This is an optimization exercise on Yosys and OpenROAD, whose aim is small area, a short achievable clock period and few clock cycles, not a production implementation. Function was checked by simulation only, so behaviour that the tests miss may differ from the original. Power and IR drop assume default switching activity.

==> flow/design.v <==
module fdrd_stream (
    input  wire        clk,
    input  wire        rst,             
    input  wire        start,
    input  wire [11:0] frame_len,
    output wire        start_ready,
    input  wire        in_valid,
    input  wire [7:0]  in_data,
    output wire        in_ready,
    output reg         rec_valid,
    output reg  [63:0] rec_ts,
    output reg  [7:0]  rec_prio,
    output reg  [31:0] rec_lon,
    output reg  [31:0] rec_lat,
    output reg  [15:0] rec_alt,
    output reg  [15:0] rec_angle,
    output reg  [7:0]  rec_sats,
    output reg  [15:0] rec_speed,
    output reg  [15:0] rec_event_io,
    output reg  [15:0] rec_total_io,
    output reg  [15:0] rec_cnt_1b,
    output reg  [15:0] rec_cnt_2b,
    output reg  [15:0] rec_cnt_4b,
    output reg  [15:0] rec_cnt_8b,
    output reg  [15:0] rec_cnt_nx,
    output reg  [9:0]  rec_elem_first,
    output reg  [10:0] rec_off,
    output reg  [10:0] rec_len,
    output reg         elem_valid,
    output reg  [15:0] elem_id,
    output reg  [2:0]  elem_kind,
    output reg  [7:0]  elem_rec,
    output reg  [15:0] elem_vlen,
    output reg  [10:0] elem_voff,
    output reg  [63:0] elem_val,
    output reg         done,
    output reg  [2:0]  result,
    output reg  [7:0]  anomaly,
    output reg  [15:0] crc_calc,
    output reg  [7:0]  ack,
    output reg  [7:0]  rec_count,
    output reg  [9:0]  elem_count,
    output reg  [10:0] err_pos
);
    localparam [2:0] R_OK        = 3'd1;
    localparam [2:0] R_FRAME_LEN = 3'd2;
    localparam [2:0] R_SHORT     = 3'd3;
    localparam [2:0] R_CODEC     = 3'd4;
    localparam [2:0] R_CRC       = 3'd5;
    localparam [2:0] R_MALFORMED = 3'd6;
    localparam [11:0] C8_STRIDE = 12'd26;
    localparam [3:0] F_NONE  = 4'd0,  F_TS   = 4'd1,  F_PRIO = 4'd2,  F_LON  = 4'd3,
                     F_LAT   = 4'd4,  F_ALT  = 4'd5,  F_ANG  = 4'd6,  F_SATS = 4'd7,
                     F_SPD   = 4'd8,  F_PAD  = 4'd9,  F_EV   = 4'd10, F_TOT  = 4'd11,
                     F_GCNT  = 4'd12, F_ID   = 4'd13, F_VAL  = 4'd14, F_NXLEN = 4'd15;
    reg        busy;
    reg [11:0] len;
    reg [11:0] pos;           
    reg [7:0]  codec;
    reg [7:0]  n1;
    reg [7:0]  n2;
    reg [31:0] dfl;
    reg        pre_nz;
    reg [31:0] recv;
    reg [15:0] crc;
    assign start_ready = !busy;
    assign in_ready    = busy;
    wire        fire     = busy && in_valid;
    wire [11:0] body_end = len - 12'd5;
    wire        last     = (pos == len - 12'd1);
    wire codec8  = (codec == 8'h08);
    wire codec8e = (codec == 8'h8E);
    function [15:0] crc_byte(input [15:0] c, input [7:0] d);
        integer i;
        reg [15:0] x;
        begin
            x = c ^ {8'h00, d};
            for (i = 0; i < 8; i = i + 1)
                x = x[0] ? ((x >> 1) ^ 16'hA001) : (x >> 1);
            crc_byte = x;
        end
    endfunction
    reg [3:0]  fld;           
    reg [11:0] fcnt;          
    reg [2:0]  grp;           
    reg [15:0] grem;          
    reg [63:0] acc;           
    reg [7:0]  rec_idx;       
    reg [9:0]  elem_idx;      
    reg [10:0] cur_off;       
    reg [9:0]  cur_first;     
    reg [15:0] cur_id;        
    reg [15:0] cur_vlen;      
    reg [10:0] cur_voff;      
    reg        p_end;         
    reg        p_trunc;
    reg        p_mal;
    reg [10:0] p_errpos;
    reg [11:0] p_cur;         
    reg [63:0] w_ts;
    reg [7:0]  w_prio;
    reg [31:0] w_lon, w_lat;
    reg [15:0] w_alt, w_angle, w_speed, w_event_io, w_total_io;
    reg [7:0]  w_sats;
    reg [15:0] w_cnt_1b, w_cnt_2b, w_cnt_4b, w_cnt_8b, w_cnt_nx;
    reg [63:0] v;             
    reg [11:0] c;             
    reg        fdone;         
    reg        nx_set;        
    reg [3:0]  nx_fld;
    reg [15:0] nx_n;          
    reg [2:0]  nx_grp;
    reg [15:0] nx_grem;
    reg        do_elem;       
    reg        do_elem_val;   
    reg        do_rec;        
    reg        do_begin;      
    reg [7:0]  nx_rec_idx;
    reg [9:0]  nx_elem_idx;
    reg        nx_end, nx_trunc, nx_mal;
    reg [16:0] need;
    always @(*) begin
        v           = {acc[55:0], in_data};
        c           = pos + 12'd1;
        fdone       = 1'b0;
        nx_set      = 1'b0;
        nx_fld      = F_NONE;
        nx_n        = 16'd0;
        nx_grp      = grp;
        nx_grem     = grem;
        do_elem     = 1'b0;
        do_elem_val = 1'b0;
        do_rec      = 1'b0;
        do_begin    = 1'b0;
        nx_rec_idx  = rec_idx;
        nx_elem_idx = elem_idx;
        nx_end      = 1'b0;
        nx_trunc    = 1'b0;
        nx_mal      = 1'b0;
        need        = 17'd0;
        if (fire && pos == 12'd9 && (codec8 || codec8e)) begin
            do_begin = 1'b1;
        end else if (fire && fld != F_NONE && fcnt == 12'd1) begin
            fdone = 1'b1;
            case (fld)
                F_TS:   begin nx_set = 1'b1; nx_fld = F_PRIO; nx_n = 16'd1; end
                F_PRIO: begin nx_set = 1'b1; nx_fld = F_LON;  nx_n = 16'd4; end
                F_LON:  begin nx_set = 1'b1; nx_fld = F_LAT;  nx_n = 16'd4; end
                F_LAT:  begin nx_set = 1'b1; nx_fld = F_ALT;  nx_n = 16'd2; end
                F_ALT:  begin nx_set = 1'b1; nx_fld = F_ANG;  nx_n = 16'd2; end
                F_ANG:  begin nx_set = 1'b1; nx_fld = F_SATS; nx_n = 16'd1; end
                F_SATS: begin nx_set = 1'b1; nx_fld = F_SPD;  nx_n = 16'd2; end
                F_SPD: begin
                    nx_set = 1'b1;
                    nx_n   = 16'd2;
                    nx_fld = codec8 ? F_PAD : F_EV;
                end
                F_PAD: begin do_rec = 1'b1; end
                F_EV:  begin nx_set = 1'b1; nx_fld = F_TOT;  nx_n = 16'd2; end
                F_TOT: begin
                    nx_set = 1'b1; nx_fld = F_GCNT; nx_n = 16'd2; nx_grp = 3'd0;
                end
                F_GCNT: begin
                    if (v[15:0] == 16'd0) begin
                        if (grp == 3'd4) begin
                            do_rec = 1'b1;
                        end else begin
                            nx_set = 1'b1; nx_fld = F_GCNT; nx_n = 16'd2;
                            nx_grp = grp + 3'd1;
                        end
                    end else begin
                        nx_grem = v[15:0];
                        nx_set  = 1'b1; nx_fld = F_ID; nx_n = 16'd2;
                    end
                end
                F_ID: begin
                    nx_set = 1'b1;
                    if (grp == 3'd4) begin
                        nx_fld = F_NXLEN; nx_n = 16'd2;
                    end else begin
                        nx_fld = F_VAL;   nx_n = 16'd1 << grp;
                    end
                end
                F_NXLEN: begin
                    if (v[15:0] == 16'd0) begin
                        do_elem = 1'b1;
                        nx_grem = grem - 16'd1;
                        if (grem == 16'd1) begin
                            do_rec = 1'b1;
                        end else begin
                            nx_set = 1'b1; nx_fld = F_ID; nx_n = 16'd2;
                        end
                    end else begin
                        nx_set = 1'b1; nx_fld = F_VAL; nx_n = v[15:0];
                    end
                end
                F_VAL: begin
                    do_elem     = 1'b1;
                    do_elem_val = 1'b1;
                    nx_grem     = grem - 16'd1;
                    if (grem == 16'd1) begin
                        if (grp == 3'd4) begin
                            do_rec = 1'b1;
                        end else begin
                            nx_set = 1'b1; nx_fld = F_GCNT; nx_n = 16'd2;
                            nx_grp = grp + 3'd1;
                        end
                    end else begin
                        nx_set = 1'b1; nx_fld = F_ID; nx_n = 16'd2;
                    end
                end
                default: ;
            endcase
        end
        if (do_elem)
            nx_elem_idx = elem_idx + 10'd1;
        if (do_rec) begin
            nx_rec_idx = rec_idx + 8'd1;
            do_begin   = 1'b1;
        end
        if (do_begin) begin
            if (nx_rec_idx == ((pos == 12'd9) ? in_data : n1)) begin
                nx_end = 1'b1;
            end else if (codec8 && (body_end - c) < C8_STRIDE) begin
                nx_end   = 1'b1;
                nx_trunc = 1'b1;
            end else begin
                nx_set = 1'b1; nx_fld = F_TS; nx_n = 16'd8;
            end
        end
        if (nx_set) begin
            need = {5'd0, c} + {1'b0, nx_n};
            if (need > {5'd0, body_end}) begin
                nx_set = 1'b0;
                nx_mal = 1'b1;
            end
        end
    end
    wire [7:0] rec_cnt_final  = p_end ? rec_idx : 8'd0;
    wire       crc_ok         = ({16'd0, crc} == {recv[23:0], in_data});
    always @(posedge clk) begin
        rec_valid  <= 1'b0;
        elem_valid <= 1'b0;
        done       <= 1'b0;
        if (rst) begin
            busy      <= 1'b0;
            fld       <= F_NONE;
            result    <= 3'd0;
            anomaly   <= 8'd0;
            crc_calc  <= 16'd0;
            ack       <= 8'd0;
            rec_count <= 8'd0;
            elem_count <= 10'd0;
            err_pos   <= 11'd0;
        end else if (!busy) begin
            if (start) begin
                len      <= frame_len;
                pos      <= 12'd0;
                crc      <= 16'd0;
                pre_nz   <= 1'b0;
                fld      <= F_NONE;
                fcnt     <= 12'd0;
                grp      <= 3'd0;
                grem     <= 16'd0;
                rec_idx  <= 8'd0;
                elem_idx <= 10'd0;
                p_end    <= 1'b0;
                p_trunc  <= 1'b0;
                p_mal    <= 1'b0;
                p_errpos <= 11'd0;
                p_cur    <= 12'd10;
                if (frame_len > 12'd2048 || frame_len < 12'd15) begin
                    done       <= 1'b1;
                    result     <= (frame_len > 12'd2048) ? R_FRAME_LEN : R_SHORT;
                    anomaly    <= 8'd0;
                    crc_calc   <= 16'd0;
                    ack        <= 8'd0;
                    rec_count  <= 8'd0;
                    elem_count <= 10'd0;
                    err_pos    <= 11'd0;
                end else begin
                    busy <= 1'b1;
                end
            end
        end else if (fire) begin
            pos <= pos + 12'd1;
            if (pos < 12'd4 && in_data != 8'd0) pre_nz <= 1'b1;
            if (pos >= 12'd4 && pos < 12'd8)   dfl   <= {dfl[23:0], in_data};
            if (pos == 12'd8)                  codec <= in_data;
            if (pos == 12'd9)                  n1    <= in_data;
            if (pos == len - 12'd5)            n2    <= in_data;
            if (pos >= len - 12'd4)            recv  <= {recv[23:0], in_data};
            if (pos >= 12'd8 && pos < len - 12'd4) crc <= crc_byte(crc, in_data);
            if (fld != F_NONE) begin
                acc  <= v;
                fcnt <= fcnt - 12'd1;
                case (fld)
                    F_TS:    w_ts       <= v;
                    F_PRIO:  w_prio     <= v[7:0];
                    F_LON:   w_lon      <= v[31:0];
                    F_LAT:   w_lat      <= v[31:0];
                    F_ALT:   w_alt      <= v[15:0];
                    F_ANG:   w_angle    <= v[15:0];
                    F_SATS:  w_sats     <= v[7:0];
                    F_SPD:   w_speed    <= v[15:0];
                    F_EV:    w_event_io <= v[15:0];
                    F_TOT:   w_total_io <= v[15:0];
                    F_ID:    cur_id     <= v[15:0];
                    F_NXLEN: cur_vlen   <= v[15:0];
                    F_GCNT: if (fdone) begin
                        case (grp)
                            3'd0: w_cnt_1b <= v[15:0];
                            3'd1: w_cnt_2b <= v[15:0];
                            3'd2: w_cnt_4b <= v[15:0];
                            3'd3: w_cnt_8b <= v[15:0];
                            default: w_cnt_nx <= v[15:0];
                        endcase
                    end
                    default: ;
                endcase
            end
            if (fdone || do_begin) begin
                grp      <= nx_grp;
                grem     <= nx_grem;
                rec_idx  <= nx_rec_idx;
                elem_idx <= nx_elem_idx;
                if (nx_set) begin
                    fld  <= nx_fld;
                    fcnt <= nx_n[11:0];
                    acc  <= 64'd0;
                    if (nx_fld == F_VAL) begin
                        cur_voff <= c[10:0];
                        if (grp != 3'd4) cur_vlen <= nx_n;
                    end
                end else begin
                    fld <= F_NONE;
                end
                if (nx_end) begin
                    p_end   <= 1'b1;
                    p_trunc <= nx_trunc;
                    p_cur   <= c;
                end
                if (nx_mal) begin
                    p_mal    <= 1'b1;
                    p_errpos <= c[10:0];
                end
            end
            if (do_begin) begin
                cur_off   <= c[10:0];
                cur_first <= nx_elem_idx;
            end
            if (do_elem) begin
                elem_valid <= 1'b1;
                elem_id    <= cur_id;
                elem_kind  <= grp;
                elem_rec   <= rec_idx;
                elem_vlen  <= do_elem_val ? cur_vlen : 16'd0;
                elem_voff  <= do_elem_val ? cur_voff : c[10:0];
                elem_val   <= do_elem_val ? v : 64'd0;
            end
            if (do_rec) begin
                rec_valid      <= 1'b1;
                rec_ts         <= w_ts;
                rec_prio       <= w_prio;
                rec_lon        <= w_lon;
                rec_lat        <= w_lat;
                rec_alt        <= w_alt;
                rec_angle      <= w_angle;
                rec_sats       <= w_sats;
                rec_speed      <= w_speed;
                rec_event_io   <= codec8 ? 16'd0 : w_event_io;
                rec_total_io   <= codec8 ? 16'd0 : w_total_io;
                rec_cnt_1b     <= codec8 ? 16'd0 : w_cnt_1b;
                rec_cnt_2b     <= codec8 ? 16'd0 : w_cnt_2b;
                rec_cnt_4b     <= codec8 ? 16'd0 : w_cnt_4b;
                rec_cnt_8b     <= codec8 ? 16'd0 : w_cnt_8b;
                rec_cnt_nx     <= (codec8 || fld == F_GCNT) ? 16'd0 : w_cnt_nx;
                rec_elem_first <= codec8 ? 10'd0 : cur_first;
                rec_off        <= cur_off;
                rec_len        <= c[10:0] - cur_off;
            end
            if (last) begin
                busy     <= 1'b0;
                done     <= 1'b1;
                crc_calc <= crc;
                if (!(codec8 || codec8e))
                    result <= R_CODEC;
                else if (!crc_ok)
                    result <= R_CRC;
                else if (p_mal)
                    result <= R_MALFORMED;
                else
                    result <= R_OK;
                anomaly[2] <= (n1 != n2);
                anomaly[4] <= (dfl > {20'd0, len - 12'd15});
                anomaly[5] <= pre_nz;
                anomaly[7] <= (recv[23:8] != 16'd0);
                if ((codec8 || codec8e) && crc_ok && !p_mal) begin
                    anomaly[0] <= (n1 != rec_cnt_final);
                    anomaly[1] <= (n2 != rec_cnt_final);
                    anomaly[3] <= p_trunc;
                    anomaly[6] <= (p_cur < body_end);
                    ack        <= n1;
                    rec_count  <= rec_cnt_final;
                    elem_count <= elem_idx;
                    err_pos    <= 11'd0;
                end else begin
                    anomaly[0] <= 1'b0;
                    anomaly[1] <= 1'b0;
                    anomaly[3] <= 1'b0;
                    anomaly[6] <= 1'b0;
                    ack        <= 8'd0;
                    rec_count  <= 8'd0;
                    elem_count <= 10'd0;
                    err_pos    <= ((codec8 || codec8e) && crc_ok && p_mal) ? p_errpos : 11'd0;
                end
            end
        end
    end
endmodule
==> flow/run.sh <==
#!/bin/bash
# synth_recipe.tcl (not shown) runs the flow's synth.tcl, then flattens the netlist and writes it again
# the make line also repeats each setting of config.mk as NAME=value (left out here)
make -C /OpenROAD-flow-scripts/flow DESIGN_CONFIG=/design/flow/config.mk WORK_HOME=/design/flow/orfs CLKGATE_MAP_FILE= SYNTH_SCRIPT=/design/flow/synth_recipe.tcl finish
==> flow/config.mk <==
export PLATFORM = sky130hd
export DESIGN_NAME = fdrd_stream
export DESIGN_NICKNAME = fdrd_stream
export VERILOG_FILES = /design/flow/design.v
export SDC_FILE = /design/flow/constraint.sdc
export NUM_CORES = 4
export LEC_CHECK = 0
export CAP_MARGIN = 20
export CORE_MARGIN = 2
export CORE_UTILIZATION = 40
export SLEW_MARGIN = 20
==> flow/constraint.sdc <==
create_clock -name core_clock -period 11.0 [get_ports {clk}]
set_input_delay 2.2000 -clock core_clock [delete_from_list [all_inputs] [get_ports {clk}]]
set_output_delay 2.2000 -clock core_clock [all_outputs]
set_load 0.01 [all_outputs]
==> impl_metrics.json <==
{
  "grt_pass1_vias": 25600,
  "gp_congestion": 0.895,
  "hold_viol_final": 0,
  "syn_nets": 3059,
  "clk_latency_ns": 0.73,
  "crit_required_ns": 11.32,
  "min_path_cells": 0,
  "r2r-end": "cur_voff[4]$_DFFE_PP_",
  "pin_count": 547,
  "min_path_type": "reg2reg",
  "timing.final.crit_share_pct": 89.0,
  "synth_area_sq_mm": 0.0455,
  "cts_setup_buffers": 0,
  "max_slew_margin_pct": 19.1,
  "dieArea_sq_mm": 0.117,
  "clock_sinks": 1146,
  "yosysUniqueCellTypes": 85,
  "port-buffer-count": 546,
  "synth_warnings": 1,
  "status": "no timing/DRC/antenna violations",
  "area_growth_pct": 25.1,
  "async_reset_ff_share_pct": 0,
  "drt_iter0_drc": 2332,
  "path_clk_slew_ns": 0.06,
  "peakVddDrop_uv": 152,
  "synth_edf_count": 1074,
  "crit_arrival_ns": 10.11,
  "final_common_cell": "edfxtp_1",
  "dieHeight_um": 341,
  "fin_crit_ns": 9.80,
  "cts_tree": "done",
  "wirelength_um": 126000,
  "syn_area_per_cell_sq_um": 15.6,
  "wl_per_cell_um": 24.4,
  "yosysSeqAreaShare_pct": 74.0,
  "worstMarginPinSlew_ns": 1.21,
  "htree_levels": 3,
  "rows": 123,
  "nets": 3677,
  "p_per_area_mw_per_mm2": 161,
  "startpoint_type": "input port",
  "grt.overflow.total": 0,
  "first_pass_iters": 5,
  "start_util_pct": 40.4,
  "ys_ff_latch": 1146,
  "endpoint": "cur_voff[4]$_DFFE_PP_",
  "total_power_w": 0.00916,
  "synth_flop_cell": "edfxtp_1",
  "layout.cells.non_filler": 5148,
  "cts.path.max_buffers": 3,
  "grt_max_degree": 177,
  "whs_ns": 0.379,
  "r2r_cells": 32,
  "core_sq_mm": 0.113,
  "reg2reg_slack_ns": 1.87,
  "critical_path_class": "in2reg",
  "vias": 26300,
  "seqCellArea_sq_mm": 0.0337,
  "dp_cells": 4924,
  "cp-startpoint": "in_valid",
  "endpoint_kind": "flop",
  "rsz0062_at_grt": "no",
  "finalSetupViolations": 0,
  "holdBufCountCts": 0,
  "final_util_pct": 50.5,
  "clockRootBuffer": "clkbuf_16",
  "crit-reg2reg-launch": "len[0]$_DFFE_PP_",
  "syn_inst": 2927,
  "viasPerCell": 5.11,
  "grt_pass1_wl_um": 180000,
  "maxCapViolations": 0,
  "cts_resized": 0,
  "timing.clock.skew_ns": 0.0509,
  "drcViolationCount": 0,
  "fmax_mhz": 102,
  "drive_gt1_share_pct": 9.67,
  "grt_usage_pct": 21.2,
  "multiInputGateArea_sq_mm": 0.0111,
  "fillers": 9498,
  "antenna_found_initial": 4,
  "layout_common_cells": "edfxtp_1 (1074), clkdlybuf4s50_1 (537), nor2_1 (199)",
  "cts_made_buffers": 118,
  "drv_slew": 0,
  "post-dp-hpwl_um": 82700,
  "crit_fanout": 12,
  "leakagePower_nw": 19.4,
  "drt.antenna.violating_nets": 0,
  "die_w_um": 341
}
where the power goes:
group	switching (W)	leakage [nW]	internal, W
logic	0.000213	7.45	0.000121
registers	0.0000436	10.1	0.00476
clock network	0.00172	1.91	0.00230
metal layers:
| layer | vias up | share of wire (%) | GRT usage (%) |
|---|---|---|---|
| li1 | 12200 | - | - |
| met5 | - | 0 | 0 |
| met3 | 158 | 7.2 | 4.46 |
| met1 | 13000 | 43 | 29.2 |
| met2 | 942 | 47 | 34.5 |
| met4 | 0 | 2.1 | 5.18 |
metrics by stage:
| step | setup slack, ns | instance area (sq um) | TNS, ns |
|---|---|---|---|
| 3_5_place_dp | 0.644 | 53000 | 0 |
| 2_1_floorplan | -1.29 | 45600 | -431.86 |
| 3_3_place_gp | 0.765 | 53000 | 0 |
| 5_1_grt | 0.642 | 56900 | 0 |
| 6_report | 1.20 | 56900 | 0 |
| 4_1_cts | 1.35 | 56900 | 0 |
logic make-up after synthesis:
| group | count (synthesis) | share of synthesized area (%) |
|---|---|---|
| AO/OA/AOI/OAI | 351 | 5.26 |
| buffers and inverters | 192 | 1.81 |
| multiplexers | 72 | 1.60 |
| flip-flops | 1146 | 74.0 |
| XOR/XNOR | 171 | 3.35 |
| adder cells (fa/ha/maj) | 108 | 3.02 |
| AND/OR/NAND/NOR | 887 | 11.0 |
synthesized netlist by cell type, types with 9 or more instances:
cell,instances,share of area [%]
a211oi_1,29,0.48
a21o_1,16,0.26
a21oi_1,77,0.85
a22o_1,18,0.35
a22oi_1,48,0.79
and2_1,129,1.8
and3_1,20,0.27
clkbuf_1,101,0.83
dfxtp_1,72,3.2
edfxtp_1,1074,71
ha_1,105,2.9
inv_1,73,0.60
mux2i_1,64,1.4
nand2_1,127,1.0
nand2b_1,19,0.26
nand3_1,53,0.58
nand4_1,25,0.34
nor2_1,208,1.7
nor2_4,49,1.2
nor2b_1,125,1.7
nor3_1,33,0.36
nor4_1,33,0.45
o21a_1,17,0.28
o21ai_0,67,0.74
or3_1,9,0.12
or4_1,11,0.18
xnor2_1,95,1.8
xor2_1,74,1.4
state kept, by name, indices dropped and copies added (netlist names), 24 cells and up:
name	cells
recv	24
acc	56
rec_lat	32
w_ts	64
rec_ts	64
rec_lon	32
elem_val	64
w_lat	32
w_lon	32
dfl	32
worst min path at each step:
| stage | from | end | slack [ns] |
|---|---|---|---|
| after floorplan | cur_id[0]$_DFFE_PP_ | elem_id[0]$_DFFE_PP_ | 0.40 |
| after global placement | w_ts[54]$_DFFE_PP_ | rec_ts[54]$_DFFE_PP_ | 0.40 |
| after detailed placement | w_alt[0]$_DFFE_PP_ | rec_alt[0]$_DFFE_PP_ | 0.40 |
| after CTS | w_ts[35]$_DFFE_PP_ | rec_ts[35]$_DFFE_PP_ | 0.38 |
| after global routing | w_ts[35]$_DFFE_PP_ | rec_ts[35]$_DFFE_PP_ | 0.39 |
| final | w_ts[35]$_DFFE_PP_ | rec_ts[35]$_DFFE_PP_ | 0.38 |
critical path, stage by stage:
cell and delay (ns):
clkdlybuf4s50_1 0.77, nand2_1 0.13, a2111oi_1 0.85, a211oi_1 0.34, o2111ai_1 0.24, xnor3_1 0.33, a2111oi_4 0.40, nand4b_4 0.20
nand3_1 0.14, nand2b_1 0.18, nor2_1 0.26, ha_1 0.29, a211oi_1 0.32, o21ai_0 0.20, a2111oi_0 0.55, nor2_1 0.14
xnor2_1 0.22, ha_1 0.28, a21oi_1 0.18, nand3_1 0.08, o21ai_0 0.29, nand3b_1 0.13, a211oi_1 0.20, buf_4 0.25
and3_1 0.30, and3_1 0.62
layout make-up:
| class | count | area share (%) |
|---|---|---|
| diodes | 6 | 0.0264 |
| clock buffers | 145 | 5.43 |
| clock inverters | 72 | 1.47 |
| inverters | 76 | 0.505 |
| multi-input cells | 1589 | 19.6 |
| flip-flops and latches | 1146 | 59.2 |
| well taps | 1500 | 3.30 |
| repair buffers | 614 | 10.5 |
Testbench counts, summed over its fixed seeds: cycles 91,882.

-- separate check: timing with driven ports --
In the flow no input, the clock included, has a driving cell. The finished layout below was timed again as built, in two steps. Step 1 sets driving cells, clkbuf_16 on the clock port and buf_2 on the other inputs (assumed; they add their load-dependent delay and slew). Step 2 also shifts input and output timing later by t, the mid clock arrival at the registers, as if the neighbouring blocks saw the same clock. Three values: ideal ports, drivers, drivers and shift; two values: the first two.
shift t [ns]: 0.781
slack for setup (ns): 1.205 / 1.255 / 0.474
worst setup path after step 2: input to register
clock arrival spread, ns: 0.052 / 0.052
After both steps setup and hold are still met in this run. The setup slack of this run moves by +0.050 ns with the drivers and by -0.731 ns with both steps.
